This is an optimization exercise on Yosys and OpenROAD, whose aim is small area, not a production implementation. Where RTL was checked, it was by simulation tests only, not by an equivalence proof against the original. Only the layout flow was run in runs 4 and 5; the RTL was not checked for function there. No driver is modelled on the clock port, so clocking that relies on it looks cheaper here than on a real chip. Power figures rest on the tool's default switching activity, not on a simulated workload.

`flow/design.v`:
```
module hdu_popcount32 (
    input  wire [31:0] v,
    output reg  [5:0]  count
);
    integer i;
    always @* begin
        count = 6'd0;
        for (i = 0; i < 32; i = i + 1)
            count = count + {5'd0, v[i]};
    end
endmodule
module hdu_top (
    input  wire        clk,
    input  wire        rst,         
    input  wire        in_valid,
    output reg         in_ready,
    input  wire [31:0] in_cmd,
    input  wire [31:0] in_opa,
    input  wire [31:0] in_opb,
    output reg         out_valid,
    output wire [31:0] out_result,
    output wire [31:0] out_status
);
    localparam [31:0] E_OQ = 32'he077ae6c;    
    localparam [31:0] E_B0 = 32'h000009af;
    localparam [31:0] E_B1 = 32'h00007650;
    reg        cfg_valid;
    reg        cfg_mod;
    reg [5:0]  cfg_thresh;
    reg        tag;           
    reg [5:0]  val;           
    reg        hit;
    reg [2:0]  cause;
    wire       fault = |cause;
    reg [7:0]  cnt;           
    reg [4:0]  acc;           
    reg [5:0]  best;          
    wire [4:0] j  = cnt[4:0];
    wire [2:0] pi = cnt[7:5];
    function [31:0] chip_of;
        input       m;
        input [3:0] s;
        begin
            if (!m) chip_of = s[0] ? E_B1 : E_B0;
            else    chip_of = ({E_OQ, E_OQ} >> {s[2:0], 2'b00}) & 32'h7fffffff
                              ^ (s[3] ? 32'h7fffffff : 32'd0);
        end
    endfunction
    assign out_result = tag ? chip_of(cfg_mod, val[3:0]) : {26'd0, val};
    assign out_status = {fault, 11'd0, 1'b0, cause, 2'd0, cfg_thresh, 5'd0,
                         cfg_mod, cfg_valid, hit};
    wire [3:0] op     = in_cmd[3:0];
    wire       rsv_ok = ~|in_cmd[31:4];
    wire       is_hd  = rsv_ok && op == 4'h1;
    wire       is_cfg = rsv_ok && op == 4'h2;
    wire       is_enc = rsv_ok && op == 4'h3;
    wire       is_dec = rsv_ok && op == 4'h4;
    wire       a_hi   = |in_opa[31:4];
    wire       a_gt1  = a_hi | (|in_opa[3:1]);
    wire       b_gt15 = |in_opb[31:4];
    wire       b_gt32 = (|in_opb[31:6]) | (in_opb[5] & (|in_opb[4:0]));
    reg  [2:0] code;
    always @* begin
        code = 3'd0;
        if (!(is_hd | is_cfg | is_enc | is_dec))     code = 3'd1;
        else if (is_cfg && a_gt1)                    code = 3'd2;
        else if (is_cfg && (in_opa[0] ? b_gt32 : b_gt15)) code = 3'd3;
        else if ((is_enc | is_dec) && !cfg_valid)    code = 3'd4;
        else if (is_enc && (cfg_mod ? a_hi : a_gt1)) code = 3'd5;
    end
    wire       live   = !fault && code == 3'd0;    
    wire       go     = in_valid & ~in_ready;      
    wire       accept = in_valid & in_ready;
    wire       cbit   = cfg_mod ? E_OQ[{j[4:2] + pi, j[1:0]}]
                                : (cnt[5] ? E_B1[j] : E_B0[j]);
    wire       x      = in_opa[j] ^ (is_hd ? in_opb[j] : cbit);
    wire       hd_run  = go && live && is_hd;
    wire       dec_run = go && live && is_dec;
    wire       lo_cmp  = dec_run && j == 5'd31;
    wire       hi_cmp  = cfg_mod && live && is_dec &&
                         ((go && j == 5'd0 && pi != 3'd0) || accept);
    wire [4:0] d       = acc ^ {5{hi_cmp}};
    wire       cin     = hit ? (hi_cmp | ~val[3]) : in_opa[31];
    wire       better  = ({1'b0, d} + {5'd0, cin}) <= best;
    wire [2:0] pprev   = pi - 3'd1;
    wire [2:0] lastp   = is_dec ? (cfg_mod ? 3'd7 : 3'd1) : 3'd0;
    wire       quick   = !live || is_cfg || is_enc;
    always @(posedge clk) begin
        if (dec_run && j != 5'd31)
            acc <= (j == 5'd0 ? 5'd0 : acc) + {4'd0, x};
        if (dec_run && cnt == 8'd0)
            best <= cfg_thresh;
        else if ((lo_cmp || hi_cmp) && better)
            best <= {1'b0, d};
        if (rst) begin
            cfg_valid  <= 1'b0;
            cfg_mod    <= 1'b0;
            cfg_thresh <= 6'd0;
            tag        <= 1'b0;
            val        <= 6'd0;
            hit        <= 1'b0;
            cause      <= 3'd0;
            cnt        <= 8'd0;
            in_ready   <= 1'b0;
            out_valid  <= 1'b0;
        end else begin
            out_valid <= accept;
            cnt       <= in_ready ? 8'd0 : cnt + {7'd0, go};
            if (go && (quick || (j == 5'd31 && pi == lastp)))
                in_ready <= 1'b1;
            if (accept)
                in_ready <= 1'b0;
            if (hd_run && cnt[7:5] == 3'd0) begin
                tag <= 1'b0;
                hit <= 1'b0;
                val <= (j == 5'd0 ? 6'd0 : val) + {5'd0, x};
            end
            if (dec_run && cnt == 8'd0) begin
                tag <= 1'b0;
                hit <= 1'b0;
                val <= 6'd0;
            end else if ((lo_cmp || hi_cmp) && better) begin
                hit <= 1'b1;
                val <= {2'b00, hi_cmp, hi_cmp ? pprev : pi};
            end
            if (accept) begin
                if (!fault && code != 3'd0)
                    cause <= code;
                if (live && is_cfg) begin
                    cfg_valid  <= 1'b1;
                    cfg_mod    <= in_opa[0];
                    cfg_thresh <= in_opb[5:0];
                    tag        <= 1'b0;
                    val        <= 6'd0;
                    hit        <= 1'b0;
                end
                if (live && is_enc) begin
                    tag <= 1'b1;
                    val <= {2'b00, in_opa[3:0]};
                    hit <= 1'b0;
                end
            end
        end
    end
endmodule
```
`flow/run.sh`:
```
#!/bin/bash
# synth_recipe.tcl (not shown) runs the flow's synth.tcl, then flattens the netlist and writes it again
# the make line also repeats each setting of config.mk as NAME=value (left out here)
make -C /OpenROAD-flow-scripts/flow DESIGN_CONFIG=/design/flow/config.mk WORK_HOME=/design/flow/orfs CLKGATE_MAP_FILE= SYNTH_SCRIPT=/design/flow/synth_recipe.tcl finish
```
`flow/config.mk`:
```
export PLATFORM = sky130hd
export DESIGN_NAME = hdu_top
export DESIGN_NICKNAME = hdu_top
export VERILOG_FILES = /design/flow/design.v
export SDC_FILE = /design/flow/constraint.sdc
export NUM_CORES = 4
export LEC_CHECK = 0
export CAP_MARGIN = 20
export CORE_MARGIN = 2
export CORE_UTILIZATION = 40
export SLEW_MARGIN = 20
```
`flow/constraint.sdc`:
```
create_clock -name core_clock -period 44.0 [get_ports {clk}]
set_input_delay 8.8000 -clock core_clock [delete_from_list [all_inputs] [get_ports {clk}]]
set_output_delay 8.8000 -clock core_clock [all_outputs]
set_load 0.01 [all_outputs]
```
==> metrics.csv, run 1 <==
metric;value;unit
status;timing/DRC/antenna clean;
hold_path_depth;2;
synth_most_common_cell;nor2_1;
clock_skew;10.10;ps
cp_num_buf_inv;2;
min_path_type;register to register;
cp_common_cell;ha_1;
power_leakage;2.232;nW
cts_sinks;40;
first_iter_violations;295;
drt-pass1-iter-count;4;
netlist_top_cells_area;dfxtp_1 (13%), mux4_2 (9.8%), xnor2_1 (7.5%);
areaGrowthSynthToFinish;34.10;%
clockBufferDepth;2;
placed_cells;819;
clock_latency;290;ps
startpoint;in_cmd[0];
critical_path_depth;16;
fmax;0.07247;GHz
utilization;54.43;%
synth-xor-area-share;10.09;%
cp_slowest_cell;nor3b_1;
synth_area_leader_cell;dfxtp_1;
postCtsHoldBufs;0;
die_x;111.0;um
place.gp.congestion;0.9032;
routedWlPerCell;16.37;um
final_cells;827;
yosysTopAreaCellShare;12.69;%
antenna_left;0;
nets;810;
setup_viol;0;
rows;39;
grt_max_degree;40;
reg2reg_depth;17;
fin_ws;30200;ps
synth_ff_type;dfxtp_1;
vias;4594;
wl_met3;904;um
min_period;13800;ps
syn_avg_cell_area;8.027;um^2
clkTransAtPathRegs;60;ps
hold_start;val[5]$_SDFF_PP0_;
vdd_ir_drop_max;0.00001335;V
max_cap_viol_count;0;
synth-compound-area-share;12.96;%
wl_met2;6.602;mm
worst_slew_pin_slew;881.1;ps
cpPeakStageDelay;670;ps
yosys.area_share.adder;7.821;%
required;43970;ps
cp_max_fo;15;
ios;165;
grt_pass1_wl;22.06;mm
synth_cells;570;
rsz0062_at_grt;false;
multi_input_area;0.003319;mm^2
synth_seq_area_share;19.91;%
post-route-period-util;31.36;%
power_density;17.39;mW/mm^2
grt_use_total;21.70;%
first_global_vias;4392;
die_h;111.0;um
cts_buffers;5;
cp_cell_sequence;clkdlybuf4s50_1, nor3b_1, nand3_1, or3_1, xnor2_1, ha_1, ha_1, a21oi_1, o21ai_0, xnor2_1, ha_1, a211oi_1, a31oi_1, nor4b_4, inv_1, nand2_1;
cts_root_buffer;clkbuf_16;
top_layer_used;met4;
cts_tree;built;
fill_cells;1089;
synth_area;0.004576;mm^2
post-cts-setup-buffers;0;
r2r-start;cnt[0]$_SDFF_PP0_;
cp-start-kind;primary input;
core;0.01127;mm^2
max-slew-margin-rel;40.72;%
cts_max_level;2;
grt_overflow_total;0;
muxShareOfSynthArea;14.85;%
worst_ep_arrival_time;13760;ps
cts.repair.resized;0;
drive_gt1_share;7.164;%
start_util;40.59;%
drv_slew;0;
synth-simple-area-share;24.99;%
end_kind;register;
dp_slack;29980;ps
antenna_cells;0;
critical_path.top_delay_family;simple AND/OR/NAND/NOR gates;
drcViolationCount;0;
synth_top_family_by_area;simple AND/OR/NAND/NOR gates;
m1WireLength;5.816;mm
viasPerCell;5.555;
synth_warnings;1;
die_area;0.01231;mm^2
yosysUniqueCellTypes;58;
wirelength;13.54;mm
setup_tns;0;ps
ys_top_cells_by_count;nor2_1 (74), a21oi_1 (42), xnor2_1 (39), nand2_1 (31), dfxtp_1 (29);
synth_edf_count;11;
path_class;primary input to register;
dp_hpwl;10.75;mm
seqCellArea;912.1;um^2
antenna_found_initial;0;
synthArstFlopShare;0;%
hold_viol;0;
port_buffers;144;
synth_seq_cells;40;
reg2reg_slack;38100;ps
==> power by group <==
group	switching, mW	internal, mW	total (mW)
clock	0.0168	0.0270	0.0438
combinational	0.00936	0.0142	0.0236
sequential	0.00118	0.0381	0.0393
==> cell families (layout without fill, tap and decap cells) <==
family / Yosys count / in the layout
and+or+nand+nor: 223 / 223
xor gates and xnor gates: 51 / 51
muxes: 42 / 42
AOI/OAI and AO/OA: 102 / 102
adders and majority gates: 28 / 28
other: 1 / 20
DFF: 40 / 40
buffers and inverters: 83 / 178
==> cells in the final DEF (no fill, tap or decap), drive strengths merged, types with 3 or more instances in the layout <==
master / synthesis / final
clkdlybuf4s50: 0 / 144
nand3: 24 / 24
mux2: 7 / 7
nand4: 5 / 5
a211oi: 6 / 6
mux2i: 15 / 15
nor4b: 3 / 3
ha: 27 / 27
conb: 1 / 20
nor4: 23 / 23
nor2: 75 / 75
edfxtp: 11 / 11
buf: 37 / 4
and3: 10 / 10
a31oi: 8 / 8
xnor2: 41 / 41
a21oi: 43 / 43
xor2: 10 / 10
or3: 9 / 9
nand2: 31 / 31
inv: 22 / 23
and2: 3 / 3
o21a: 3 / 3
o21ai: 26 / 26
a21o: 4 / 4
mux4: 20 / 20
clkbuf: 24 / 5
dfxtp: 29 / 29
nand3b: 3 / 3
or4: 6 / 6
nor2b: 12 / 12
nor3: 10 / 10
==> worst min-delay path: stages (launching register included) <==
cell and delay (ps):
dfxtp_1 320, o21ai_0 70, a21oi_1 60
==> flip-flops by register name (all words and copies together) (netlist names) <==
signal,flops
in_ready,1
out_valid,1
cause,3
acc,5
hit,1
best,6
val,6
cfg_valid,1
tag,1
cfg_thresh,6
cfg_mod,1
cnt,8
==> per-stage QoR <==
| step | total power [mW] | hold WS [ps] | instance area (um^2) |
|---|---|---|---|
| 2_1_floorplan | 0.05193 | 456.8 | 4647 |
| 3_3_place_gp | 0.06322 | 482.1 | 5954 |
| 3_5_place_dp | 0.06357 | 491.6 | 5954 |
| 4_1_cts | 0.1068 | 501.2 | 6126 |
| 5_1_grt | 0.1105 | 531.5 | 6136 |
| 6_report | 0.1067 | 492.8 | 6136 |
==> per-layer routing <==
metal  vias up  global-route usage (%)
met5         -                       0
met4         0                   6.417
met3        20                   4.483
met2       158                   37.42
met1      2181                   27.40
li1       2235                       -
==> worst paths after layout <==
check / endpoint
worst max-delay path: best[2]$_DFFE_PP_
worst min-delay path: val[5]$_SDFF_PP0_
worst min register to register: val[5]$_SDFF_PP0_
worst max register to register: best[2]$_DFFE_PP_
==> final cells by class <==
| cell class | count | share of cell area [%] |
|---|---|---|
| clock buffer | 5 | 2.039 |
| sequential | 40 | 14.87 |
| multi-input combinational | 466 | 54.10 |
| clock inverter | 3 | 0.7545 |
| inverter | 22 | 1.346 |
| tap | 143 | 2.916 |
| timing repair buffer | 148 | 23.98 |
==> run 2, diff against run 1 <==
--- a/flow/design.v
+++ b/flow/design.v
@@ -33,8 +33,8 @@
     reg [2:0]  cause;
     wire       fault = |cause;
     reg [7:0]  cnt;           
-    reg [4:0]  acc;           
-    reg [5:0]  best;          
+    reg [3:0]  best;          
+    reg [3:0]  bidx;          
     wire [4:0] j  = cnt[4:0];
     wire [2:0] pi = cnt[7:5];
     function [31:0] chip_of;
@@ -76,22 +76,23 @@
     wire       x      = in_opa[j] ^ (is_hd ? in_opb[j] : cbit);
     wire       hd_run  = go && live && is_hd;
     wire       dec_run = go && live && is_dec;
-    wire       lo_cmp  = dec_run && j == 5'd31;
-    wire       hi_cmp  = cfg_mod && live && is_dec &&
-                         ((go && j == 5'd0 && pi != 3'd0) || accept);
-    wire [4:0] d       = acc ^ {5{hi_cmp}};
-    wire       cin     = hit ? (hi_cmp | ~val[3]) : in_opa[31];
-    wire       better  = ({1'b0, d} + {5'd0, cin}) <= best;
-    wire [2:0] pprev   = pi - 3'd1;
+    wire       dec_beg = dec_run && cnt == 8'd0;
+    wire       thr_big = cfg_thresh[5] | cfg_thresh[4];
+    wire       h       = val[4];
+    wire [3:0] dd      = val[3:0] ^ {4{h}};
+    wire       cin     = hit ? (h | ~bidx[3]) : (in_opa[31] & ~thr_big);
+    wire       better  = ({1'b0, dd} + {4'd0, cin}) <= {1'b0, best};
+    wire       upd     = dec_run && j == 5'd31 && better && (cfg_mod || !h);
     wire [2:0] lastp   = is_dec ? (cfg_mod ? 3'd7 : 3'd1) : 3'd0;
     wire       quick   = !live || is_cfg || is_enc;
     always @(posedge clk) begin
-        if (dec_run && j != 5'd31)
-            acc <= (j == 5'd0 ? 5'd0 : acc) + {4'd0, x};
-        if (dec_run && cnt == 8'd0)
-            best <= cfg_thresh;
-        else if ((lo_cmp || hi_cmp) && better)
-            best <= {1'b0, d};
+        if (dec_beg) begin
+            best <= thr_big ? 4'hf : cfg_thresh[3:0];
+            bidx <= 4'd0;
+        end else if (upd) begin
+            best <= dd;
+            bidx <= {h, pi};
+        end
         if (rst) begin
             cfg_valid  <= 1'b0;
             cfg_mod    <= 1'b0;
@@ -110,22 +111,21 @@
                 in_ready <= 1'b1;
             if (accept)
                 in_ready <= 1'b0;
-            if (hd_run && cnt[7:5] == 3'd0) begin
+            if (hd_run || (dec_run && j != 5'd31))
+                val <= (j == 5'd0 ? 6'd0 : val) + {5'd0, x};
+            if (dec_beg)
+                hit <= 1'b0;
+            else if (upd)
+                hit <= 1'b1;
+            if (hd_run)
+                hit <= 1'b0;
+            if (hd_run || dec_run)
                 tag <= 1'b0;
-                hit <= 1'b0;
-                val <= (j == 5'd0 ? 6'd0 : val) + {5'd0, x};
-            end
-            if (dec_run && cnt == 8'd0) begin
-                tag <= 1'b0;
-                hit <= 1'b0;
-                val <= 6'd0;
-            end else if ((lo_cmp || hi_cmp) && better) begin
-                hit <= 1'b1;
-                val <= {2'b00, hi_cmp, hi_cmp ? pprev : pi};
-            end
             if (accept) begin
                 if (!fault && code != 3'd0)
                     cause <= code;
+                if (live && is_dec)
+                    val <= {2'b00, bidx};
                 if (live && is_cfg) begin
                     cfg_valid  <= 1'b1;
                     cfg_mod    <= in_opa[0];
==> flow/flow/run.sh (new file) <==
#!/bin/bash
# Standard ORFS layout with smaller port buffers and a small clock tree.
set -euo pipefail
export BUFFER_PORTS_ARGS="-buffer_cell sky130_fd_sc_hd__buf_1"
export REMOVE_ABC_BUFFERS=1
export SKIP_REPAIR_TIE_FANOUT=1
export CTS_ARGS="-sink_clustering_enable -repair_clock_nets -buf_list {sky130_fd_sc_hd__clkbuf_8} -dont_use_dummy_load -sink_clustering_size 8"
bash standard.sh > make_flow.log 2>&1
==> flow/standard.sh (new file) <==
#!/bin/bash
# synth_recipe.tcl (not shown) runs the flow's synth.tcl, then flattens the netlist and writes it again
# the make line also repeats each setting of config.mk as NAME=value (left out here)
make -C /OpenROAD-flow-scripts/flow DESIGN_CONFIG=/design/flow/config.mk WORK_HOME=/design/flow/orfs CLKGATE_MAP_FILE= SYNTH_SCRIPT=/design/flow/synth_recipe.tcl "${@:-finish}"
--- a/flow/config.mk
+++ b/flow/config.mk
@@ -8,4 +8,5 @@
 export CAP_MARGIN = 20
 export CORE_MARGIN = 2
 export CORE_UTILIZATION = 40
+export GPL_TIMING_DRIVEN = 0
 export SLEW_MARGIN = 20
removed: flow/run.sh
==> metrics.csv, run 2 <==
metric;value;unit
dp_hpwl;8.752;mm
synth_area;0.004173;mm^2
min_path_type;register to register;
clock_skew;15.80;ps
post-route-period-util;26.17;%
start_util;40.79;%
grt_max_degree;43;
areaGrowthSynthToFinish;11.12;%
synth-xor-area-share;8.606;%
muxShareOfSynthArea;15.92;%
power_density;15.36;mW/mm^2
grt_overflow_total;0;
synth_warnings;1;
hold_viol;0;
cp_max_fo;7;
cts_max_level;2;
grt_pass1_wl;18.37;mm
synth_edf_count;4;
yosysTopAreaCellShare;15.83;%
drt-pass1-iter-count;5;
wirelength;11.18;mm
synth_ff_type;dfxtp_1;
cts.repair.resized;0;
die_h;106.1;um
netlist_top_cells_area;dfxtp_1 (16%), mux4_2 (11%), xnor2_1 (6.9%);
synth_top_family_by_area;simple AND/OR/NAND/NOR gates;
required;44220;ps
drcViolationCount;0;
synth_seq_cells;37;
min_period;11520;ps
vdd_ir_drop_max;0.000008921;V
yosys.area_share.adder;6.477;%
routedWlPerCell;15.08;um
synthArstFlopShare;0;%
antenna_cells;0;
cp_slowest_cell;or4_1;
layout_common_cells;buf_1 (144), nor2_1 (70), a21oi_1 (47);
clkTransAtPathRegs;70;ps
cts_sinks;37;
cp-start-kind;primary input;
cts_tree;built;
clock_latency;290;ps
synth_seq_area_share;18.71;%
worst_slew_pin_slew;1006;ps
fin_ws;32480;ps
path_class;primary input to register;
first_global_vias;3881;
largest_register_ffs;8;
postCtsHoldBufs;0;
power_leakage;1.679;nW
post-cts-setup-buffers;0;
first_iter_violations;200;
reg.largest.list;cnt: 8 flops, cfg_thresh: 6 flops, val: 6 flops;
rows;37;
cp_cell_sequence;buf_1, nor4_1, nand4_1, or2_1, nor2_1, and2_1, a211oi_1, a21oi_1, xnor2_1, ha_1, ha_1, nand3_1, or4_1, a21oi_1;
antenna_left;0;
cts_buffers;5;
synth_most_common_cell;nor2_1;
placed_cells;736;
core;0.01023;mm^2
ys_top_cells_by_count;nor2_1 (70), a21oi_1 (47), dfxtp_1 (33), xnor2_1 (33), clkbuf_1 (26);
setup_viol;0;
grt_use_total;19.62;%
holdWs;492.5;ps
die_area;0.01126;mm^2
die_x;106.1;um
max_cap_viol_count;0;
rsz0062_at_grt;false;
cts_root_buffer;clkbuf_8;
setup_tns;0;ps
final_cells;741;
synth_area_leader_cell;dfxtp_1;
syn_avg_cell_area;8.102;um^2
clockBufferDepth;2;
drv_slew;0;
synth_cells;515;
dp_slack;32210;ps
synth-simple-area-share;23.48;%
worst_ep_arrival_time;11730;ps
fmax;0.08683;GHz
nets;727;
yosysUniqueCellTypes;64;
ios;165;
place.gp.congestion;0.8427;
drive_gt1_share;7.273;%
viasPerCell;5.466;
max-slew-margin-rel;32.86;%
utilization;45.32;%
status;timing/DRC/antenna clean;
regMostFlops;cnt;
port_buffers;144;
end_kind;register;
cpPeakStageDelay;500;ps
synth-compound-area-share;16.82;%
antenna_found_initial;0;
layout_commonest_cell;buf_1;
vias;4050;
-- run 2: changes by cell type in the layout (fill, tap and decap cells not counted), sizes merged, moves of 8 or more --
cell,before,now
buf,4,145
clkdlybuf4s50,144,0
conb,20,1
nand2,31,18
nand3,24,9
xnor2,41,33
-- run 2: cells by family (layout without fill, tap and decap cells) --
family	Yosys count	in the layout
flops	37	37
xor+xnor	41	41
fa+ha+maj	21	21
other cells	1	1
buf+inv	82	172
mux	40	40
simple gates	187	187
compound gates	106	106
-- run 2: metrics by stage --
stage / instance area (um^2) / power, mW
6_report: 4637 / 0.07121
4_1_cts: 4637 / 0.07194
3_3_place_gp: 4553 / 0.04992
3_5_place_dp: 4568 / 0.05036
2_1_floorplan: 3842 / 0.04362
5_1_grt: 4637 / 0.07448
-- run 2: area by class of cell --
| cell class | count | area, um^2 |
|---|---|---|
| fillers | 1058 | 5594 |
| multi-input cells | 396 | 2985 |
| clock buffers | 5 | 68.82 |
| inverters | 22 | 82.58 |
| flip-flops and latches | 37 | 784.5 |
| well taps | 136 | 170.2 |
| repair buffers | 145 | 545.5 |
-- run 2: report_power, final --
part,switching (mW),internal (mW),total [mW]
registers,0.00126,0.0343,0.0355
clock network,0.0114,0.0102,0.0216
logic,0.00723,0.00687,0.0141
-- run 2: layer usage --
layer	up-vias	part of all wire [%]	global-route usage, %
li1	2039	-	-
met2	146	49	34.43
met5	-	0	0
met1	1848	44	25.24
met3	17	5.9	2.391
met4	0	1.7	5.639
-- run 2: critical path: cells and delay by family --
family | cells | cell delay (ps)
XOR/XNOR | 1 | 180
adder cells (fa/ha/maj) | 2 | 420
AO/OA/AOI/OAI | 3 | 420
buffers and inverters | 1 | 70
AND/OR/NAND/NOR | 7 | 1830
-- run 2: worst paths after layout --
path,start,end,slack [ps],depth (start not counted)
worst max register to register,cnt[0]$_SDFF_PP0_,val[4]$_SDFF_PP0_,40100,13
worst max-delay path,in_cmd[5],val[4]$_SDFF_PP0_,32480,14
worst min-delay path,val[5]$_SDFF_PP0_,val[5]$_SDFF_PP0_,490,2
worst min register to register,val[5]$_SDFF_PP0_,val[5]$_SDFF_PP0_,490,2
==> run 3, diff against run 2 <==
==> flow/flow/run.sh (replaced) <==
#!/bin/bash
# Layout flow: the standard ORFS flow, with
#  - synthesis: the standard synthesis script, but with no adder cells and an
#    area-oriented abc step (flow/abc_area.tcl); registers are unchanged;
#  - buf_1 port buffers, synthesis buffers removed, a small clock tree.
set -euo pipefail
W=$PWD
export FLOW_WORK=$W
export ABC_SEEDS="1 2 3"
{ head -n 1 synth_recipe.tcl
  cat flow/abc_area.tcl
  tail -n +2 synth_recipe.tcl; } > flow_synth.tcl
export BUFFER_PORTS_ARGS="-buffer_cell sky130_fd_sc_hd__buf_1"
export REMOVE_ABC_BUFFERS=1
export SKIP_REPAIR_TIE_FANOUT=1
export CTS_ARGS="-sink_clustering_enable -repair_clock_nets -buf_list {sky130_fd_sc_hd__clkbuf_8} -dont_use_dummy_load -sink_clustering_size 8"
bash standard.sh SYNTH_SCRIPT=$W/flow_synth.tcl ADDER_MAP_FILE= > make_flow.log 2>&1
==> flow/flow/abc_area.tcl (new file) <==
# Replaces the abc step of the standard synthesis: the same cells and registers,
# but an area-oriented script (SAT-based resynthesis, area mapping) tried with a
# few seeds; the smallest result is kept.
proc abc {args} {
  set i [lsearch -exact $args -D]
  if {$i >= 0} { set args [lreplace $args $i [expr {$i + 1}]] }
  set i [lsearch -exact $args -script]
  set libs {}
  foreach {k v} $args { if {$k eq "-liberty"} { lappend libs -liberty $v } }
  yosys design -save pre_abc
  set best_area 1e18
  set best_seed -1
  foreach seed $::env(ABC_SEEDS) {
    yosys design -load pre_abc
    set script $::env(FLOW_WORK)/area_$seed.abc
    set f [open $::env(FLOW_WORK)/flow/area.abc.in r]
    set text [string map [list @SEED@ $seed] [read $f]]
    close $f
    set f [open $script w]; puts -nonewline $f $text; close $f
    yosys abc {*}[lreplace $args [expr {$i + 1}] [expr {$i + 1}] $script]
    yosys tee -q -o $::env(FLOW_WORK)/area_$seed.txt stat {*}$libs
    set f [open $::env(FLOW_WORK)/area_$seed.txt r]; set rep [read $f]; close $f
    regexp {Chip area for (?:top )?module[^:]*:\s*([0-9.]+)} $rep -> area
    puts "abc seed $seed: area $area"
    if {$area < $best_area} { set best_area $area; set best_seed $seed; yosys design -save best_abc }
  }
  puts "abc: kept seed $best_seed, area $best_area"
  yosys design -load best_abc
}
==> flow/flow/area.abc.in (new file) <==
&get -n
&st
&deepsyn -T 60 -S @SEED@
&dch -f
&nf -a
&put
==> metrics.csv, run 3 <==
metric;value;unit
status;timing/DRC/antenna clean;
drcViolationCount;0;
grt_pass1_wl;17.75;mm
clock_skew;31.10;ps
seqCellArea;780.7;um^2
grt_use_total;25.03;%
clockBufferDepth;2;
met2_usage;42.27;%
setup_tns;0;ps
cp_common_cell;nand2_1;
largest_register_ffs;8;
areaGrowthSynthToFinish;17.64;%
synth_edf_count;4;
min_period;12040;ps
reg.largest.list;cnt: 8 flops, cfg_thresh: 6 flops, val: 6 flops;
cp-start-kind;register;
cp_max_fo;20;
nets;662;
drt-pass1-iter-count;5;
r2r-end;best[0]$_DFFE_PP_;
cts_sinks;37;
start_util;41.06;%
yosysUniqueCellTypes;51;
rows;32;
layout_commonest_cell;buf_1;
routedWlPerCell;16.50;um
yosysTopAreaCellShare;20.93;%
cts_tree;built;
vias;3939;
path_class;register to output port;
cts_root_buffer;clkbuf_8;
power_density;18.63;mW/mm^2
cp-endpoint;out_result[29];
fill_cells;826;
clkTransAtPathRegs;90;ps
synth_seq_area_share;24.73;%
first_iter_violations;305;
cts_buffers;5;
viasPerCell;5.941;
synth_area_leader_cell;dfxtp_1;
cts_max_level;2;
vdd_ir_drop_max;0.00001531;V
synth_area;0.003157;mm^2
first_global_vias;3734;
synth_warnings;1;
synth_seq_cells;37;
critical_path.top_delay_family;compound AO/OA/AOI/OAI gates;
gr-max-usage-layer;met2;
cts.repair.resized;0;
critical_path_depth;10;
netlist_top_cells_area;dfxtp_1 (21%), buf_4 (5.7%), nor2_1 (5.5%);
dp_hpwl;8.619;mm
drv_slew;0;
ys_top_cells_by_count;nor2_1 (46), nand2_1 (42), dfxtp_1 (33), a21oi_1 (28);
post-cts-setup-buffers;0;
end_kind;output port;
cp_slowest_cell;dfxtp_1;
power_leakage;1.238;nW
synth_ff_type;dfxtp_1;
antenna_cells;0;
port_buffers;144;
post-route-period-util;27.37;%
clock_latency;300;ps
die_area;0.008618;mm^2
grt_use_met1;34.00;%
die_h;92.84;um
ios;165;
synth_most_common_cell;nor2_1;
r2r-start;cfg_mod$_SDFFE_PP0P_;
layout_common_cells;buf_1 (144), nor2_1 (46), nand2_1 (42);
grt_overflow_total;0;
startpoint;cfg_mod$_SDFFE_PP0P_;
required;35200;ps
multi_input_area;0.002143;mm^2
cp_num_buf_inv;1;
fmax;0.08302;GHz
drive_gt1_share;1.070;%
stdcell_area;0.003714;mm^2
reg2reg_depth;7;
postCtsHoldBufs;0;
place.gp.congestion;0.8929;
dpl_cell_area;0.003645;mm^2
grt_use_met3;4.231;%
max_cap_viol_count;0;
cp_cell_sequence;nand2_1, nor2_1, a21oi_1, o22ai_1, o21a_1, nand2_1, o21ai_0, nand2_1, o21ai_0, buf_1;
worst_slew_pin_slew;983.9;ps
wirelength;10.94;mm
reg2reg_slack;40340;ps
hold_viol;0;
die_x;92.84;um
synth_cells;436;
syn_avg_cell_area;7.240;um^2
rsz0062_at_grt;false;
cpPeakStageDelay;850;ps
min_path_type;register to register;
max-slew-margin-rel;33.80;%
antenna_left;0;
regMostFlops;cnt;
core;0.007687;mm^2
setup_viol;0;
antenna_found_initial;0;
worst_ep_arrival_time;3240;ps
synthArstFlopShare;0;%
grt_max_degree;21;
==> run 3: changes by cell type after synthesis, moves of 19 or more <==
cell      previous run  this run
inv_1               21         0
a21oi_1             47        28
xnor2_1             33        11
ha_1                20         0
clkbuf_1            26         0
mux4_2              21         1
nor2_1              70        46
o22ai_1              0        21
nand2_1             18        42
==> run 3: kinds of logic after synthesis <==
logic type                synth area share [%]
xor gates and xnor gates                 3.884
other                                   0.1188
DFF                                      24.73
and+or+nand+nor                          29.25
AOI/OAI and AO/OA                        33.93
buffers and inverters                    7.372
muxes                                   0.7134
==> run 3: through the flow <==
step / total power [mW] / instances / setup slack (ps) / util [%] / hold WS [ps]
2_1_floorplan: 0.04199 / 412 / 32570 / - / 442.8
3_3_place_gp: 0.04838 / 658 / 31820 / 47.41 / 460.0
3_5_place_dp: 0.04850 / 658 / 31810 / 47.41 / 458.8
4_1_cts: 0.06940 / 663 / 31990 / 48.31 / 478.9
5_1_grt: 0.07235 / 663 / 31720 / 48.31 / 501.9
6_report: 0.06920 / 663 / 31960 / 48.31 / 475.0
==> run 3: layout make-up <==
type,instances,share of cell area [%]
timing repair buffer,144,14.56
inverter,14,1.415
multi-input combinational,361,57.72
tap,102,3.437
clock buffer,5,1.853
sequential,37,21.02
==> run 3: how the worst min path moves through the flow <==
stage	startpoint	to	depth (start not counted)	slack, ps
after floorplan	bidx[0]$_SDFFE_PN0P_	bidx[0]$_SDFFE_PN0P_	1	440
after global placement	bidx[0]$_SDFFE_PN0P_	bidx[0]$_SDFFE_PN0P_	1	460
after detailed placement	bidx[0]$_SDFFE_PN0P_	bidx[0]$_SDFFE_PN0P_	1	460
after CTS	bidx[0]$_SDFFE_PN0P_	bidx[0]$_SDFFE_PN0P_	1	480
after global routing	bidx[0]$_SDFFE_PN0P_	bidx[0]$_SDFFE_PN0P_	1	500
final	bidx[2]$_SDFFE_PN0P_	bidx[2]$_SDFFE_PN0P_	1	470
==> run 3: routing by layer <==
metal,vias to the layer above,wire [um]
met1,1835,4869
met4,0,63
met3,9,835
met2,162,5171
li1,1933,-
met5,-,0
==> run 3: power by group <==
group / leakage [nW] / switching, mW / internal, mW / total [mW]
Clock: 0.0359 / 0.0110 / 0.0102 / 0.0212
Combinational: 0.903 / 0.00814 / 0.00490 / 0.0130
Sequential: 0.299 / 0.000670 / 0.0343 / 0.0350
Total: 1.24 / 0.0198 / 0.0494 / 0.0692
==> run 4, diff against run 3 <==
--- a/flow/design.v
+++ b/flow/design.v
@@ -27,16 +27,19 @@
     reg        cfg_valid;
     reg        cfg_mod;
     reg [5:0]  cfg_thresh;
-    reg        tag;           
     reg [5:0]  val;           
+    wire       tag = val[5] & val[4];
     reg        hit;
     reg [2:0]  cause;
     wire       fault = |cause;
-    reg [7:0]  cnt;           
+    reg [4:0]  js;            
+    reg [2:0]  pi;            
     reg [3:0]  best;          
     reg [3:0]  bidx;          
-    wire [4:0] j  = cnt[4:0];
-    wire [2:0] pi = cnt[7:5];
+    wire [4:0] j      = js ^ 5'b01111;
+    wire       jfirst = js == 5'b00000;
+    wire       jlast  = js == 5'b10000;
+    wire [4:0] js_nx  = {js[3:0], js[4] ^ js[2] ^ (js[3:0] == 4'd0)};
     function [31:0] chip_of;
         input       m;
         input [3:0] s;
@@ -72,17 +75,17 @@
     wire       go     = in_valid & ~in_ready;      
     wire       accept = in_valid & in_ready;
     wire       cbit   = cfg_mod ? E_OQ[{j[4:2] + pi, j[1:0]}]
-                                : (cnt[5] ? E_B1[j] : E_B0[j]);
+                                : (pi[0] ? E_B1[j] : E_B0[j]);
     wire       x      = in_opa[j] ^ (is_hd ? in_opb[j] : cbit);
     wire       hd_run  = go && live && is_hd;
     wire       dec_run = go && live && is_dec;
-    wire       dec_beg = dec_run && cnt == 8'd0;
+    wire       dec_beg = dec_run && jfirst && pi == 3'd0;
     wire       thr_big = cfg_thresh[5] | cfg_thresh[4];
     wire       h       = val[4];
     wire [3:0] dd      = val[3:0] ^ {4{h}};
     wire       cin     = hit ? (h | ~bidx[3]) : (in_opa[31] & ~thr_big);
     wire       better  = ({1'b0, dd} + {4'd0, cin}) <= {1'b0, best};
-    wire       upd     = dec_run && j == 5'd31 && better && (cfg_mod || !h);
+    wire       upd     = dec_run && jlast && better && (cfg_mod || !h);
     wire [2:0] lastp   = is_dec ? (cfg_mod ? 3'd7 : 3'd1) : 3'd0;
     wire       quick   = !live || is_cfg || is_enc;
     always @(posedge clk) begin
@@ -97,30 +100,35 @@
             cfg_valid  <= 1'b0;
             cfg_mod    <= 1'b0;
             cfg_thresh <= 6'd0;
-            tag        <= 1'b0;
             val        <= 6'd0;
             hit        <= 1'b0;
             cause      <= 3'd0;
-            cnt        <= 8'd0;
+            js         <= 5'd0;
+            pi         <= 3'd0;
             in_ready   <= 1'b0;
             out_valid  <= 1'b0;
         end else begin
             out_valid <= accept;
-            cnt       <= in_ready ? 8'd0 : cnt + {7'd0, go};
-            if (go && (quick || (j == 5'd31 && pi == lastp)))
+            if (in_ready) begin
+                js <= 5'd0;
+                pi <= 3'd0;
+            end else if (go) begin
+                js <= js_nx;
+                if (jlast)
+                    pi <= pi + 3'd1;
+            end
+            if (go && (quick || (jlast && pi == lastp)))
                 in_ready <= 1'b1;
             if (accept)
                 in_ready <= 1'b0;
-            if (hd_run || (dec_run && j != 5'd31))
-                val <= (j == 5'd0 ? 6'd0 : val) + {5'd0, x};
+            if (hd_run || (dec_run && !jlast))
+                val <= (jfirst ? 6'd0 : val) + {5'd0, x};
             if (dec_beg)
                 hit <= 1'b0;
             else if (upd)
                 hit <= 1'b1;
             if (hd_run)
                 hit <= 1'b0;
-            if (hd_run || dec_run)
-                tag <= 1'b0;
             if (accept) begin
                 if (!fault && code != 3'd0)
                     cause <= code;
@@ -130,13 +138,11 @@
                     cfg_valid  <= 1'b1;
                     cfg_mod    <= in_opa[0];
                     cfg_thresh <= in_opb[5:0];
-                    tag        <= 1'b0;
                     val        <= 6'd0;
                     hit        <= 1'b0;
                 end
                 if (live && is_enc) begin
-                    tag <= 1'b1;
-                    val <= {2'b00, in_opa[3:0]};
+                    val <= {2'b11, in_opa[3:0]};
                     hit <= 1'b0;
                 end
             end
--- a/flow/flow/run.sh
+++ b/flow/flow/run.sh
@@ -6,7 +6,7 @@
 set -euo pipefail
 W=$PWD
 export FLOW_WORK=$W
-export ABC_SEEDS="1 2 3"
+export ABC_SEEDS="1 2 3 4 5 6"
 { head -n 1 synth_recipe.tcl
   cat flow/abc_area.tcl
   tail -n +2 synth_recipe.tcl; } > flow_synth.tcl
==> flow/flow/area.abc.in (replaced) <==
&get -n
&st
&deepsyn -T 30 -S @SEED@
&dch -f
&nf -a -R 1000
&put
==> metrics.csv, run 4 <==
metric;value;unit
grt_overflow_total;0;
yosysTopAreaCellShare;20.92;%
antenna_cells;0;
postCtsHoldBufs;0;
routedWlPerCell;15.52;um
end_kind;output port;
synth_edf_count;4;
min_period;11700;ps
setup_viol;0;
rsz0062_at_grt;false;
clock_skew;29.96;ps
viasPerCell;5.808;
path_class;register to output port;
synth_cells;436;
power_frac_comb;21.1;%
synth_warnings;1;
start_util;41.78;%
place.gp.congestion;0.9032;
synth_area;0.003063;mm^2
seqPwrFrac;48.9;%
switching_share;29.30;%
yosysUniqueCellTypes;45;
grt_max_degree;23;
hold_viol;0;
clockBufferDepth;2;
die_area;0.008373;mm^2
first_global_vias;3565;
antenna_left;0;
dp_hpwl;7.981;mm
grt_pass1_wl;16.57;mm
syn_avg_cell_area;7.025;um^2
p_total;70.08;uW
die_x;91.51;um
vdd_ir_drop_max;0.000008856;V
max_cap_viol_count;0;
antenna_found_initial;0;
netlist_top_cells_area;dfxtp_1 (21%), a21oi_1 (8.0%), nand2_1 (7.0%);
port_buffers;144;
nets;663;
cts_buffers;5;
final_cells;661;
cp-start-kind;register;
wirelength;10.26;mm
power_density;19.31;mW/mm^2
layout_commonest_cell;buf_1;
status;timing/DRC/antenna clean;
drv_slew;0;
reg.largest.list;cfg_thresh: 6 flops, val: 6 flops, js: 5 flops;
post-cts-setup-buffers;0;
ys_top_cells_by_count;nand2_1 (57), a21oi_1 (49), nor2_1 (44), dfxtp_1 (32);
placed_cells;656;
power_leakage;1.199;nW
die_h;91.51;um
fmax;0.08550;GHz
drt-pass1-iter-count;9;
core;0.007331;mm^2
first_iter_violations;252;
power_switching;20.53;uW
cts_root_buffer;clkbuf_8;
worst_slew_pin_slew;997.5;ps
pwr-share-clk;30.0;%
drcViolationCount;0;
required;35200;ps
vias;3839;
rows;31;
min_path_type;register to register;
grt_use_total;23.89;%
post-route-period-util;26.58;%
cts.repair.resized;0;
areaGrowthSynthToFinish;18.46;%
p_int;49.55;uW
cts_tree;built;
ios;165;
layout_common_cells;buf_1 (144), nand2_1 (57), a21oi_1 (49);
synth_most_common_cell;nand2_1;
setup_tns;0;ps
synth_seq_cells;36;
synthArstFlopShare;0;%
synth_area_leader_cell;dfxtp_1;
drive_gt1_share;1.423;%
clkTransAtPathRegs;70;ps
synth_seq_area_share;24.84;%
worst_ep_arrival_time;2900;ps
synth_ff_type;dfxtp_1;
clock_latency;290;ps
cts_sinks;36;
max-slew-margin-rel;33.46;%
utilization;49.50;%
cts_max_level;2;
cp_max_fo;16;
## run 4: cell types whose count changed after synthesis, moves of 7 or more
| cell | delta |
|---|---|
| nand2_1 | +15 |
| a21oi_1 | +21 |
| a22oi_1 | -7 |
| o22ai_1 | -13 |
| a222oi_1 | +10 |
## run 4: layout make-up
| cell class | instances | area (um^2) |
|---|---|---|
| Timing Repair Buffer | 145 | 548.0 |
| Sequential cell | 36 | 760.7 |
| Multi-Input combinational cell | 360 | 2067 |
| Fill cell | 801 | 3702 |
| Clock buffer | 5 | 68.82 |
| Tap cell | 99 | 123.9 |
| Inverter | 16 | 60.06 |
## run 4: worst max-delay path: stages, from the launching register on
cell	delay, ps
dfxtp_1	700
clkinv_1	370
nand3_1	370
o221ai_1	320
xor2_1	240
nand3_1	140
nand2_1	170
nand2_1	60
o21ai_0	90
buf_1	170
## run 4: per-layer routing
| metal | vias up | part of all wire [%] | wire, um | global-route usage (%) |
|---|---|---|---|---|
| met5 | - | 0 | 0 | 0 |
| met4 | 0 | 1.2 | 126 | 6.692 |
| met3 | 9 | 6.6 | 680 | 3.071 |
| met2 | 167 | 48 | 4909 | 40.38 |
| met1 | 1766 | 44 | 4540 | 31.75 |
| li1 | 1897 | - | - | - |
## run 4: final timing paths
check	startpoint	end	slack, ps	cells past startpoint
worst max-delay path	val[0]$_SDFF_PP0_	out_result[29]	32300	9
worst max register to register	js[0]$_SDFFE_PP0P_	val[5]$_SDFF_PP0_	40490	13
worst min register to register	bidx[1]$_SDFFE_PN0P_	bidx[1]$_SDFFE_PN0P_	460	2
worst min-delay path	bidx[1]$_SDFFE_PN0P_	bidx[1]$_SDFFE_PN0P_	460	2
## run 4: power by group through the flow
stage          combinational, mW  clock (mW)  sequential [mW]
4_1_cts                   0.0146      0.0214           0.0343
3_3_place_gp              0.0143           0           0.0350
6_report                  0.0148      0.0210           0.0343
3_5_place_dp              0.0145           0           0.0350
2_1_floorplan            0.00791           0           0.0349
5_1_grt                   0.0164      0.0226           0.0344
## run 4: cell families after synthesis
kind of cell,after synthesis,share of synthesized area [%]
compound gates,140,30.11
buf+inv,40,7.843
fa+ha+maj,1,0.3268
mux,3,1.103
flops,36,24.84
simple gates,200,31.37
other cells,1,0.1224
xor+xnor,15,4.289
## run 4: stage by stage
step	instance area [um^2]	setup WS (ps)	hold slack (ps)
2_1_floorplan	2883	32690	425.9
3_3_place_gp	3547	32180	441.4
3_5_place_dp	3557	32130	448.8
4_1_cts	3626	32320	465.2
5_1_grt	3628	31920	499.1
6_report	3628	32300	463.6
==> run 5, diff against run 4 <==
==> flow/flow/run.sh (replaced) <==
#!/bin/bash
# Layout flow: the standard ORFS flow, with
#  - synthesis: the standard synthesis script, but with no adder cells and an
#    area-oriented abc step (flow/abc_area.tcl); registers are unchanged;
#  - buf_1 port buffers, synthesis buffers removed, a small clock tree
#    (flow/post_cts.tcl).
set -euo pipefail
W=$PWD
export FLOW_WORK=$W
export ABC_SEEDS="1 2 3 4 5 6"
{ head -n 1 synth_recipe.tcl
  cat flow/abc_area.tcl
  tail -n +2 synth_recipe.tcl; } > flow_synth.tcl
export BUFFER_PORTS_ARGS="-buffer_cell sky130_fd_sc_hd__buf_1"
export REMOVE_ABC_BUFFERS=1
export SKIP_REPAIR_TIE_FANOUT=1
export CTS_ARGS="-sink_clustering_enable -repair_clock_nets -buf_list {sky130_fd_sc_hd__clkbuf_8} -dont_use_dummy_load"
# after CTS, each clock buffer is downsized while the clock-pin slew stays low
export POST_CTS_TCL=$W/flow/post_cts.tcl
export CLOCK_BUF_CELLS="sky130_fd_sc_hd__clkbuf_2 sky130_fd_sc_hd__clkbuf_4 sky130_fd_sc_hd__clkbuf_8"
export CLOCK_SLEW_LIMIT=0.110
bash standard.sh SYNTH_SCRIPT=$W/flow_synth.tcl ADDER_MAP_FILE= > make_flow.log 2>&1
==> flow/flow/post_cts.tcl (new file) <==
# Downsize the clock tree's buffers: each buffer takes the smallest of
# CLOCK_BUF_CELLS (smallest first) that keeps the slew at every clock pin it
# drives under CLOCK_SLEW_LIMIT (ns), as estimated from the placement.
proc clk_tree_max_slew { } {
  estimate_parasitics -placement
  set mx 0
  foreach p [get_pins -hierarchical */CLK] {
    set s [get_property $p slew_max]
    if {$s > $mx} { set mx $s }
  }
  return $mx
}
set limit $::env(CLOCK_SLEW_LIMIT)
set block [ord::get_db_block]
set bufs {}
foreach inst [$block getInsts] {
  if {[string match "clkbuf_*" [$inst getName]]} { lappend bufs [$inst getName] }
}
# leaves first, the root last
set bufs [lsort -decreasing $bufs]
foreach name $bufs {
  set inst [$block findInst $name]
  set orig [[$inst getMaster] getName]
  foreach cell $::env(CLOCK_BUF_CELLS) {
    if {$cell eq $orig} { break }
    replace_cell $name $cell
    if {[clk_tree_max_slew] <= $limit} { break }
    replace_cell $name $orig
  }
  puts "clock buffer $name: [[[$block findInst $name] getMaster] getName]"
}
detailed_placement
puts "clock tree max clock-pin slew: [clk_tree_max_slew]"
==> metrics.csv, run 5 <==
metric;value;unit
viasPerCell;5.796;
grt_max_degree;23;
synth_ff_type;dfxtp_1;
layout_common_cells;buf_1 (144), nand2_1 (57), a21oi_1 (49);
grt_overflow_total;0;
cp-start-kind;register;
synth_seq_area_share;24.84;%
post-route-period-util;26.76;%
cp_max_fo;16;
top_layer_used;met4;
dp_hpwl;7.981;mm
synth_area_leader_cell;dfxtp_1;
nets;663;
rows;31;
end_kind;output port;
cp_slowest_cell;dfxtp_1;
first_global_vias;3564;
status;timing/DRC/antenna clean;
yosysTopAreaCellShare;20.92;%
setup_viol;0;
vdd_ir_drop_max;0.000007778;V
stdcell_area;0.003607;mm^2
synthArstFlopShare;0;%
netlist_top_cells_area;dfxtp_1 (21%), a21oi_1 (8.0%), nand2_1 (7.0%);
ys_top_cells_by_count;nand2_1 (57), a21oi_1 (49), nor2_1 (44), dfxtp_1 (32);
m1WireLength;4.528;mm
start_util;41.78;%
areaGrowthSynthToFinish;17.77;%
grt_use_total;23.85;%
max-slew-margin-rel;34.25;%
min_path_type;register to register;
drt-pass1-iter-count;7;
cts_sinks;36;
reg.largest.list;cfg_thresh: 6 flops, val: 6 flops, js: 5 flops;
die_h;91.51;um
clock_skew;33.35;ps
die_area;0.008373;mm^2
wl_met2;4.906;mm
power_density;18.30;mW/mm^2
fmax;0.08492;GHz
synth_warnings;1;
antenna_left;0;
cp_cell_sequence;clkinv_1, nand3_1, o221ai_1, xor2_1, nand3_1, nand2_1, nand2_1, o21ai_0, buf_1;
rsz0062_at_grt;false;
hold_viol;0;
routedWlPerCell;15.45;um
cpPeakStageDelay;710;ps
yosysUniqueCellTypes;45;
clock_latency;370;ps
port_buffers;144;
drv_slew;0;
max_cap_viol_count;0;
dpl_cell_area;0.003557;mm^2
setup_tns;0;ps
synth_most_common_cell;nand2_1;
core;0.007331;mm^2
drcViolationCount;0;
worst_slew_pin_slew;985.6;ps
clkTransAtPathRegs;100;ps
layout_commonest_cell;buf_1;
antenna_found_initial;1;
worst_ep_arrival_time;2980;ps
syn_avg_cell_area;7.025;um^2
placed_cells;656;
die_x;91.51;um
synth_edf_count;4;
wl_met3;675;um
first_iter_violations;261;
cts_tree;built;
ios;165;
wirelength;10.23;mm
required;35200;ps
synth_area;0.003063;mm^2
drive_gt1_share;1.423;%
final_cells;662;
synth_cells;436;
grt_pass1_wl;16.55;mm
power_leakage;1.190;nW
place.gp.congestion;0.9032;
holdWs;471.9;ps
min_period;11780;ps
path_class;register to output port;
vias;3837;
synth_seq_cells;36;
[run 5: per-stage QoR]
stage          util, %  worst slack, ps  total power, mW
5_1_grt          49.21            31910          0.06907
3_5_place_dp     48.52            32130          0.04958
3_3_place_gp     48.39            32180          0.04931
2_1_floorplan        -            32690          0.04279
6_report         49.21            32220          0.06600
[run 5: path summary, 6_finish.rpt]
path / start / endpoint / slack, ps / cells after the start
worst max register to register: js[0]$_SDFFE_PP0P_ / val[5]$_SDFF_PP0_ / 40460 / 13
worst min register to register: bidx[1]$_SDFFE_PN0P_ / bidx[1]$_SDFFE_PN0P_ / 470 / 2
worst min-delay path: bidx[1]$_SDFFE_PN0P_ / bidx[1]$_SDFFE_PN0P_ / 470 / 2
worst max-delay path: val[0]$_SDFF_PP0_ / out_result[29] / 32220 / 9
[run 5: cell families (layout without fill, tap and decap cells)]
kind of cell               Yosys count  count (layout)  share of synthesized area [%]
adders and majority gates            1               1                         0.3268
muxes                                3               3                          1.103
xor gates and xnor gates            15              15                          4.289
and+or+nand+nor                    200             200                          31.37
buffers and inverters               40             166                          7.843
other                                1               2                         0.1224
AOI/OAI and AO/OA                  140             140                          30.11
DFF                                 36              36                          24.84
[run 5: where the power goes]
group | internal (mW) | switching [mW] | total [mW]
sequential | 0.0335 | 0.000799 | 0.0343
clock | 0.00633 | 0.0107 | 0.0170
combinational | 0.00588 | 0.00886 | 0.0147
total | 0.0457 | 0.0203 | 0.0660
[run 5: metal layers]
metal	GRT usage (%)	up-vias
li1	-	1892
met1	31.65	1766
met2	40.38	170
met3	3.071	9
met4	6.692	0
met5	0	-
[run 5: final cells by class]
| type | count | area (um^2) |
|---|---|---|
| clock buffers | 5 | 45.04 |
| well taps | 99 | 123.9 |
| diodes | 1 | 2.502 |
| inverters | 16 | 60.06 |
| fillers | 802 | 3724 |
| flip-flops and latches | 36 | 760.7 |
| multi-input cells | 360 | 2067 |
| repair buffers | 145 | 548.0 |
[run 5: critical path, delay by kind of cell, from the launching register on]
family,cells,cell delay [ps]
DFF,1,710
buffers and inverters,2,540
xor gates and xnor gates,1,240
AOI/OAI and AO/OA,2,410
and+or+nand+nor,4,740
==> run 6, diff against run 5 <==
--- a/flow/design.v
+++ b/flow/design.v
@@ -77,8 +77,8 @@
     wire       cbit   = cfg_mod ? E_OQ[{j[4:2] + pi, j[1:0]}]
                                 : (pi[0] ? E_B1[j] : E_B0[j]);
     wire       x      = in_opa[j] ^ (is_hd ? in_opb[j] : cbit);
-    wire       hd_run  = go && live && is_hd;
-    wire       dec_run = go && live && is_dec;
+    wire       hd_run  = go && !fault && is_hd;
+    wire       dec_run = go && !fault && is_dec && cfg_valid;
     wire       dec_beg = dec_run && jfirst && pi == 3'd0;
     wire       thr_big = cfg_thresh[5] | cfg_thresh[4];
     wire       h       = val[4];
--- a/flow/flow/run.sh
+++ b/flow/flow/run.sh
@@ -7,7 +7,7 @@
 set -euo pipefail
 W=$PWD
 export FLOW_WORK=$W
-export ABC_SEEDS="1 2 3 4 5 6"
+export ABC_SEEDS="1 2 3 4 5 6 7 8 9 10"
 { head -n 1 synth_recipe.tcl
   cat flow/abc_area.tcl
   tail -n +2 synth_recipe.tcl; } > flow_synth.tcl
==> metrics.csv, run 6 <==
metric;value;unit
fill_cells;786;
drive_gt1_share;0.9058;%
first_global_vias;3669;
synth_warnings;1;
dpl_cell_area;0.003518;mm^2
vdd_ir_drop_max;0.00001088;V
layout_commonest_cell;buf_1;
reg.largest.list;cfg_thresh: 6 flops, val: 6 flops, js: 5 flops;
cp_max_fo;10;
core;0.007292;mm^2
synth_most_common_cell;nor2_1;
cts_sinks;36;
syn_avg_cell_area;7.106;um^2
power_leakage;1.197;nW
min_period;12260;ps
die_h;91.10;um
r2r-start;js[1]$_SDFFE_PP0P_;
cp_common_cell;nand2_1;
synth_area_leader_cell;dfxtp_1;
dp_slack;32190;ps
antenna_cells;0;
worst_slew_pin_slew;824.6;ps
cts_tree;built;
clkTransAtPathRegs;80;ps
antenna_found_initial;0;
antenna_left;0;
grt_overflow_total;0;
synth_edf_count;4;
die_area;0.008298;mm^2
end_kind;output port;
rsz0062_at_grt;false;
stdcell_area;0.003560;mm^2
ios;165;
dp_hpwl;8.197;mm
cp-start-kind;register;
required;35200;ps
wirelength;10.35;mm
vias;3854;
routedWlPerCell;15.90;um
path_class;register to output port;
place.gp.congestion;0.8796;
drt-pass1-iter-count;5;
synthArstFlopShare;0;%
fmax;0.08159;GHz
setup_tns;0;ps
cpPeakStageDelay;580;ps
clock_latency;370;ps
first_iter_violations;312;
netlist_top_cells_area;dfxtp_1 (21%), nor2_1 (6.4%), buf_4 (5.9%);
synth_ff_type;dfxtp_1;
synth_cells;427;
ys_top_cells_by_count;nor2_1 (52), nand2_1 (45), dfxtp_1 (32), o21ai_0 (29), a21oi_1 (28);
port_buffers;144;
power_density;18.01;mW/mm^2
hold_viol;0;
layout_common_cells;buf_1 (144), nor2_1 (52), nand2_1 (45);
fin_ws;31740;ps
startpoint;val[4]$_SDFF_PP0_;
drcViolationCount;0;
cp_num_buf_inv;2;
clock_skew;22.59;ps
drv_slew;0;
status;timing/DRC/antenna clean;
critical_path.top_delay_family;simple AND/OR/NAND/NOR gates;
max-slew-margin-rel;45.03;%
hold_start;bidx[0]$_SDFFE_PP0P_;
synth_seq_cells;36;
placed_cells;646;
utilization;48.82;%
worst_ep_arrival_time;3460;ps
setup_viol;0;
synth_seq_area_share;25.07;%
nets;653;
cp_cell_sequence;clkinv_1, nor2_1, nand2_1, nor2_1, xor2_1, nand2b_1, nand2_1, nand2_1, a21oi_1, a41oi_1, a22oi_1, o2bb2ai_1, buf_1;
post-route-period-util;27.85;%
start_util;41.61;%
grt_use_total;25.17;%
min_path_type;register to register;
areaGrowthSynthToFinish;17.32;%
final_cells;651;
yosysTopAreaCellShare;21.11;%
viasPerCell;5.920;
yosysUniqueCellTypes;52;
die_x;91.10;um
grt_pass1_wl;17.25;mm
rows;31;
synth_area;0.003034;mm^2
max_cap_viol_count;0;
grt_max_degree;21;
cp_slowest_cell;dfxtp_1;
## run 6: cell count changes in the layout (fill, tap and decap cells not counted), moves of 4 or more
cell	before	now
nand2_1	57	45
nor2_1	42	52
nand3_1	19	11
xnor2_1	11	6
o21ai_0	24	29
a222oi_1	14	5
or3_1	2	8
o2111ai_1	0	4
o22ai_1	8	23
a21oi_1	49	28
## run 6: per-stage QoR
step / hold WS (ps) / power, mW
global route: 510.9 / 0.06737
floorplan: 441.0 / 0.04182
global placement: 451.9 / 0.04828
detailed placement: 463.2 / 0.04844
finish: 482.9 / 0.06409
## run 6: final cells by class
cell class | instances | area, um^2 | area share [%]
clock buffers | 5 | 41.29 | 1.160
inverters | 15 | 56.30 | 1.582
multi-input cells | 352 | 2037 | 57.22
flip-flops and latches | 36 | 760.7 | 21.37
well taps | 99 | 123.9 | 3.480
repair buffers | 144 | 540.5 | 15.18
## run 6: cells by family after synthesis
logic type	count (synthesis)	synth area share [%]
adder cells (fa/ha/maj)	1	0.3299
flip-flops	36	25.07
AND/OR/NAND/NOR	196	31.51
AO/OA/AOI/OAI	141	31.34
other	1	0.1236
XOR/XNOR	12	3.464
buffers and inverters	39	7.794
multiplexers	1	0.3711
## run 6: report_power, final
part	leakage, nW	internal, mW	switching (mW)
Clock	0.0251	0.00581	0.0104
Sequential	0.295	0.0335	0.000797
Combinational	0.877	0.00532	0.00828
Total	1.20	0.0446	0.0195
## run 6: metal layers
layer	vias to the layer above	track usage [%]	part of all wire (%)
met5	-	0	0
met4	0	7.449	1.6
met3	24	4.564	9.2
met2	206	42.28	46
met1	1742	32.86	43
li1	1882	-	-
## run 6: worst paths after layout
kind	endpoint	slack [ps]	depth (start not counted)
worst max-delay path	out_result[6]	31740	13
worst min-delay path	bidx[0]$_SDFFE_PP0P_	480	1
worst max register to register	val[5]$_SDFF_PP0_	40360	12
worst min register to register	bidx[0]$_SDFFE_PP0P_	480	1
==> run 7, diff against run 6 <==
--- a/flow/design.v
+++ b/flow/design.v
@@ -58,25 +58,32 @@
     wire       is_cfg = rsv_ok && op == 4'h2;
     wire       is_enc = rsv_ok && op == 4'h3;
     wire       is_dec = rsv_ok && op == 4'h4;
-    wire       a_hi   = |in_opa[31:4];
-    wire       a_gt1  = a_hi | (|in_opa[3:1]);
-    wire       b_gt15 = |in_opb[31:4];
-    wire       b_gt32 = (|in_opb[31:6]) | (in_opb[5] & (|in_opb[4:0]));
+    wire       fa     = best[0];
+    wire       fb     = best[1];
+    wire       illegal  = !(is_hd | is_cfg | is_enc | is_dec);
+    wire       not_cfgd = (is_enc | is_dec) && !cfg_valid;
     reg  [2:0] code;
     always @* begin
         code = 3'd0;
-        if (!(is_hd | is_cfg | is_enc | is_dec))     code = 3'd1;
-        else if (is_cfg && a_gt1)                    code = 3'd2;
-        else if (is_cfg && (in_opa[0] ? b_gt32 : b_gt15)) code = 3'd3;
-        else if ((is_enc | is_dec) && !cfg_valid)    code = 3'd4;
-        else if (is_enc && (cfg_mod ? a_hi : a_gt1)) code = 3'd5;
+        if (illegal)                                 code = 3'd1;
+        else if (is_cfg && fa)                       code = 3'd2;
+        else if (is_cfg && (fb || (in_opa[0] && in_opb[5] && (|in_opb[4:0]))))
+                                                     code = 3'd3;
+        else if (not_cfgd)                           code = 3'd4;
+        else if (is_enc && fa)                       code = 3'd5;
     end
     wire       live   = !fault && code == 3'd0;    
     wire       go     = in_valid & ~in_ready;      
     wire       accept = in_valid & in_ready;
     wire       cbit   = cfg_mod ? E_OQ[{j[4:2] + pi, j[1:0]}]
                                 : (pi[0] ? E_B1[j] : E_B0[j]);
-    wire       x      = in_opa[j] ^ (is_hd ? in_opb[j] : cbit);
+    wire       oa     = in_opa[j];
+    wire       ob     = in_opb[j];
+    wire       x      = oa ^ (is_hd ? ob : cbit);
+    wire       chk_run = go && (is_cfg || is_enc);
+    wire       a_lim4  = is_enc && cfg_mod;
+    wire       a_in    = oa && (a_lim4 ? (|j[4:2]) : (|j));
+    wire       b_in    = ob && (in_opa[0] ? ((|j[4:3]) || (j[2] && j[1])) : (|j[4:2]));
     wire       hd_run  = go && !fault && is_hd;
     wire       dec_run = go && !fault && is_dec && cfg_valid;
     wire       dec_beg = dec_run && jfirst && pi == 3'd0;
@@ -87,7 +94,7 @@
     wire       better  = ({1'b0, dd} + {4'd0, cin}) <= {1'b0, best};
     wire       upd     = dec_run && jlast && better && (cfg_mod || !h);
     wire [2:0] lastp   = is_dec ? (cfg_mod ? 3'd7 : 3'd1) : 3'd0;
-    wire       quick   = !live || is_cfg || is_enc;
+    wire       quick   = fault || illegal || not_cfgd;
     always @(posedge clk) begin
         if (dec_beg) begin
             best <= thr_big ? 4'hf : cfg_thresh[3:0];
@@ -95,6 +102,9 @@
         end else if (upd) begin
             best <= dd;
             bidx <= {h, pi};
+        end else if (chk_run) begin
+            best[0] <= (jfirst ? 1'b0 : best[0]) | a_in;
+            best[1] <= (jfirst ? 1'b0 : best[1]) | b_in;
         end
         if (rst) begin
             cfg_valid  <= 1'b0;
==> metrics.csv, run 7 <==
metric;value;unit
routedWlPerCell;15.42;um
place.gp.congestion;0.9051;
grt_use_total;22.12;%
vdd_ir_drop_max;0.00001644;V
min_period;11900;ps
setup_viol;0;
fill_cells;810;
antenna_cells;0;
yosysTopAreaCellShare;21.54;%
core;0.007214;mm^2
max-slew-margin-rel;30.90;%
post-route-period-util;27.05;%
areaGrowthSynthToFinish;17.92;%
vias;3742;
first_iter_violations;241;
grt_max_degree;23;
power_switching;18.43;uW
p_int;44.45;uW
drive_gt1_share;1.490;%
synth_ff_type;dfxtp_1;
yosysUniqueCellTypes;47;
syn_avg_cell_area;7.219;um^2
cp_max_fo;19;
layout_commonest_cell;buf_1;
grt_overflow_total;0;
synth_warnings;1;
worst_slew_pin_slew;1022;ps
synth_seq_cells;36;
synth_seq_area_share;25.58;%
cts_sinks;36;
drv_slew;0;
power_density;17.93;mW/mm^2
seqPwrFrac;54.1;%
min_path_type;register to register;
wirelength;9.810;mm
reg2reg_depth;14;
dpl_cell_area;0.003458;mm^2
reg2reg_slack;40070;ps
grt_pass1_wl;15.10;mm
cts_tree;built;
setup_tns;0;ps
p_total;62.88;uW
start_util;41.22;%
synth_area;0.002974;mm^2
nets;638;
clock_skew;27.62;ps
power_leakage;1.238;nW
layout_common_cells;buf_1 (144), a21oi_1 (53), nand2_1 (50);
rows;31;
reg.largest.list;cfg_thresh: 6 flops, val: 6 flops, js: 5 flops;
synth_cells;412;
hold_start;bidx[0]$_SDFFE_PP0P_;
clkTransAtPathRegs;110;ps
rsz0062_at_grt;false;
die_x;90.23;um
netlist_top_cells_area;dfxtp_1 (22%), a21oi_1 (8.9%), nand2_1 (6.3%);
hold_path_depth;2;
first_global_vias;3128;
r2r-end;val[5]$_SDFF_PP0_;
antenna_left;0;
end_kind;output port;
cpPeakStageDelay;760;ps
cp_cell_sequence;clkinv_1, xnor2_1, nor2_1, nor2_1, nand2_1, and2_0, o21ai_0, nor2_1, nand2_1, a21oi_1, buf_1;
port_buffers;144;
status;timing/DRC/antenna clean;
synth_edf_count;4;
cp_common_cell;nor2_1;
max_cap_viol_count;0;
whs_endpoint;bidx[0]$_SDFFE_PP0P_;
synthArstFlopShare;0;%
placed_cells;631;
drcViolationCount;0;
startpoint;val[2]$_SDFF_PP0_;
synth_area_leader_cell;dfxtp_1;
switching_share;29.31;%
viasPerCell;5.884;
dp_hpwl;7.638;mm
drt-pass1-iter-count;6;
pwr-share-clk;26.3;%
power_frac_comb;19.5;%
cp_slowest_cell;dfxtp_1;
ys_top_cells_by_count;a21oi_1 (53), nand2_1 (50), nor2_1 (39), dfxtp_1 (32), buf_4 (24);
worst_ep_arrival_time;3100;ps
ios;165;
die_h;90.23;um
fmax;0.08402;GHz
required;35200;ps
hold_viol;0;
cp-start-kind;register;
synth_most_common_cell;a21oi_1;
path_class;register to output port;
die_area;0.008141;mm^2
stdcell_area;0.003507;mm^2
clock_latency;360;ps
r2r-start;js[1]$_SDFFE_PP0P_;
final_cells;636;
antenna_found_initial;0;
==> run 7: cells by family (layout without fill, tap and decap cells) <==
kind of cell,count (synthesis),count (layout),share of synthesized area (%)
buffers and inverters,40,165,8.077
AO/OA/AOI/OAI,149,149,33.66
AND/OR/NAND/NOR,168,168,27.01
flip-flops,36,36,25.58
XOR/XNOR,15,15,4.417
multiplexers,3,3,1.136
other,1,1,0.1261
==> run 7: final cells by class <==
type | count | area, um^2 | area share, %
Clock buffer | 5 | 41.29 | 1.177
Multi-Input combinational cell | 336 | 1981 | 56.48
Inverter | 16 | 60.06 | 1.712
Sequential cell | 36 | 760.7 | 21.69
Tap cell | 99 | 123.9 | 3.532
Timing Repair Buffer | 144 | 540.5 | 15.41
==> run 7: per-stage QoR <==
step                      hold WS, ps  setup slack (ps)  util [%]
after floorplan                 423.7             32810         -
after global placement          444.0             32050     47.94
after detailed placement        457.3             32020     47.94
after global routing            490.4             31850     48.61
final                           471.7             32100     48.61
==> run 7: routing by layer <==
metal  share of wire [%]  track usage, %  vias up
li1                    -               -     1811
met1                  46           31.44     1748
met2                  47           35.84      173
met3                 6.7           3.521       10
met4                0.90           3.846        0
met5                   0               0        -
==> run 7: worst max-delay path, delay by kind of cell (launching register included) <==
kind            cells  cell delay [ps]
flops               1              760
buf+inv             2              460
simple gates        6             1090
compound gates      2              260
xor+xnor            1              190
==> run 7: worst max-delay path by stage <==
stage                         to  depth (start not counted)
2_1_floorplan  val[2]$_SDFF_PP0_                         10
3_3_place_gp   val[2]$_SDFF_PP0_                         11
3_5_place_dp   val[2]$_SDFF_PP0_                         11
5_1_grt           out_result[26]                         11
6_report          out_result[26]                         11
==> run 7: power by group through the flow <==
stage	combinational [mW]	sequential (mW)	clock, mW
2_1_floorplan	0.00664	0.0347	0
3_3_place_gp	0.0119	0.0347	0
3_5_place_dp	0.0121	0.0348	0
5_1_grt	0.0135	0.0342	0.0183
6_report	0.0123	0.0340	0.0166

==> port drivers added, routing unchanged <==
In the flow no input, the clock included, has a driving cell. The finished layouts below were timed again as built, in two steps.
Step 1, drivers: a clkbuf_16 drives clk and a buf_2 each remaining input, both assumed.
Step 2 adds t to the input delays and takes it off the output delays; t is the mean of the earliest and latest rising clock arrival at the registers after step 1. Input paths then give back, and output paths get back, about the clock's delay inside the block.
Three values: no drivers, after step 1, after step 2; two values: the first two.
run	shift t [ns]	slack for setup (ns)	latest minus earliest clock arrival (ns)
run 1	0.323	30.200 / 30.205 / 29.882	0.010 / 0.010
run 2	0.313	32.483 / 32.491 / 32.178	0.016 / 0.016
run 3	0.310	31.955 / 31.927 / 31.702	0.031 / 0.031
run 4	0.312	32.304 / 32.268 / 32.062	0.030 / 0.030
run 5	0.385	32.224 / 32.191 / 32.045	0.033 / 0.033
run 6	0.387	31.744 / 31.715 / 32.101	0.023 / 0.023
run 7	0.376	32.099 / 32.071 / 31.931	0.027 / 0.027
After both steps every run listed still meets setup and hold. For run 1, which loses most, drivers alone change the setup slack by +0.005 ns; drivers and shift together by -0.318 ns.
